Background: an optimization exercise with open tools, aiming at small area, a short achievable clock period and few clock cycles. Do not read the settings as production practice. The RTL was checked by simulation tests, not by an equivalence proof against the original design.

==> sierra <==
## hsv2rgb_stream
module hsv2rgb_stream (
    input  wire        clk,
    input  wire        rst,         
    input  wire        in_valid,
    output wire        in_ready,
    input  wire [23:0] in_hsv,      
    output reg         out_valid,
    input  wire        out_ready,
    output wire [31:0] out_rgba     
);
==> module gr_sat, before the edit <==
module gr_sat (
    input  wire [7:0] a0,
    input  wire [7:0] b0,
    input  wire [1:0] grp,
    input  wire [7:0] s,
    output reg  [7:0] r1,
    output reg  [7:0] g1,
    output reg  [7:0] b1
);
    wire s0   = (s == 8'd0);
    wire s255 = (s == 8'd255);
    wire [7:0] am, bm;
    gr_sat_mul u_a (.c(a0), .s(s), .y(am));
    gr_sat_mul u_b (.c(b0), .s(s), .y(bm));
    wire [7:0] a1 = s0 ? 8'd255 : (s255 && a0 == 8'd0) ? 8'd0 : am;
    wire [7:0] c1 = s0 ? 8'd255 : (s255 && b0 == 8'd0) ? 8'd0 : bm;
    wire [7:0] z1 = s0 ? 8'd255 : s255 ? 8'd0 : 8'd0 - s;
    always @(*) begin
        case (grp)
            2'd0:    begin r1 = a1; g1 = c1; b1 = z1; end
            2'd1:    begin r1 = z1; g1 = a1; b1 = c1; end
            default: begin r1 = a1; g1 = z1; b1 = c1; end
        endcase
    end
endmodule
==> module gr_val, before the edit <==
module gr_val (
    input  wire [7:0] c,
    input  wire [7:0] v,
    output wire [7:0] y
);
    wire [7:0] m;
    gr_val_mul u_m (.c(c), .v(v), .y(m));
    wire kill = (v == 8'd0) || (v == 8'd255 && c == 8'd0);
    assign y = kill ? 8'd0 : m;
endmodule
Settings: LEC_CHECK=0, CAP_MARGIN=5, CORE_MARGIN=2, CORE_UTILIZATION=65, CTS_BUF_LIST=sky130_fd_sc_hd__clkbuf_4 sky130_fd_sc_hd__clkbuf_8, PLACE_DENSITY=0.75, SLEW_MARGIN=5; clock period 17.0 ns.
standard.sh (not shown) runs the stock make flow with config.mk's settings and CLKGATE_MAP_FILE= SYNTH_SCRIPT=/design/flow/synth_recipe.tcl, a recipe that flattens the netlist after the stock synthesis.
==> flow/flow/run.sh <==
#!/bin/bash
# The standard layout, with the port buffers made of buf_2 cells and repair_timing
# aiming for 11.8 ns of setup slack (at the design's clock period and constraints).
set -euo pipefail
bash standard.sh "BUFFER_PORTS_ARGS=-buffer_cell sky130_fd_sc_hd__buf_2" SETUP_SLACK_MARGIN=11.8 finish > standard_flow.log 2>&1
==> inputs of yarrow, as changes to sierra <==
--- a/flow/design.v
+++ b/flow/design.v
@@ -283,5 +283,8 @@
     gr_sat_mul u_b (.c(b0), .s(s), .y(bm));
-    wire [7:0] a1 = s0 ? 8'd255 : (s255 && a0 == 8'd0) ? 8'd0 : am;
-    wire [7:0] c1 = s0 ? 8'd255 : (s255 && b0 == 8'd0) ? 8'd0 : bm;
-    wire [7:0] z1 = s0 ? 8'd255 : s255 ? 8'd0 : 8'd0 - s;
+    wire       ka = s255 && a0 == 8'd0;
+    wire       kb = s255 && b0 == 8'd0;
+    wire [7:0] ns = 8'd0 - s;
+    wire [7:0] a1 = {am[7:1] | {7{s0}}, (am[0] & !ka) | s0};
+    wire [7:0] c1 = {bm[7:1] | {7{s0}}, (bm[0] & !kb) | s0};
+    wire [7:0] z1 = {ns[7:1] | {7{s0}}, (ns[0] & !s255) | s0};
     always @(*) begin
@@ -302,3 +305,3 @@
     wire kill = (v == 8'd0) || (v == 8'd255 && c == 8'd0);
-    assign y = kill ? 8'd0 : m;
+    assign y = {m[7:1], m[0] & !kill};
 endmodule
==> flow/flow/run.sh (replaced) <==
#!/bin/bash
# The standard layout, with: port buffers made of buf_2 cells; clock tree from
# clkbuf_4/clkbuf_8 with larger sink clusters and no dummy loads; repair_timing
# aiming for 11.9 ns of setup slack (at the design's clock period and constraints).
set -euo pipefail
bash standard.sh \
  "BUFFER_PORTS_ARGS=-buffer_cell sky130_fd_sc_hd__buf_2" \
  "CTS_ARGS=-sink_clustering_enable -repair_clock_nets -buf_list {sky130_fd_sc_hd__clkbuf_4 sky130_fd_sc_hd__clkbuf_8} -sink_clustering_size 30 -sink_clustering_max_diameter 80 -dont_use_dummy_load" \
  SETUP_SLACK_MARGIN=11.9 finish > standard_flow.log 2>&1
Settings changed: CORE_UTILIZATION 65 to 55, PLACE_DENSITY 0.75 to 0.7, TNS_END_PERCENT set to 10.
==> comparison table <==
	yarrow	sierra
Placed instance count	2044	1965
Met1 Usage GRT	0.329	0.388
Arrival time at the worst endpoint	5.36 ns	5.37 ns
Max_slew headroom	0.462	0.405
Status	timing/DRC/antenna clean	timing/DRC/antenna clean
Worst clock skew	0.0467 ns	0.0179 ns
Instance area after placement	15800 sq um	15500 sq um
Slowest-stage cell, CP	mux4_2	fa_1
Detail Route met3 WL	1.67 mm	1.99 mm
Core outline area	27700 sq um	22800 sq um
Count of inverters not on the clock network in the layout	239	236
Global routing usage summed across all routing layers	0.260	0.302
Testbench counts of sierra, summed over its fixed seeds: cycles 32,024.
Testbench counts of yarrow, summed over its fixed seeds: cycles 32,024.

==> re-timing with driven ports <==
In the flow no input, the clock included, has a driving cell. The finished layouts below were timed again as built, in two steps. Step 1 (the two cells are an assumption about what drives the block):
set clk [get_ports {clk}]
set_driving_cell -lib_cell sky130_fd_sc_hd__clkbuf_16 $clk
set_driving_cell -lib_cell sky130_fd_sc_hd__buf_2 [delete_from_list [all_inputs] $clk]
Step 2 moves the port delays by t, midway between the first and last clock arrival at a register: inputs arrive t later, outputs are due t later. That takes back most of the time a late clock gives input paths. Slacks: ideal ports / drivers / drivers and shift; pairs: ideal ports / drivers.
run	shift t [ns]	slack for setup (ns)	worst setup path at the end
sierra	0.493	11.810 / 11.810 / 11.394	input to register
yarrow	0.490	11.818 / 11.813 / 11.324	input to register
After both steps setup and hold are still met in every run listed. For yarrow, which loses most, drivers alone change the setup slack by -0.005 ns; drivers and shift together by -0.494 ns.
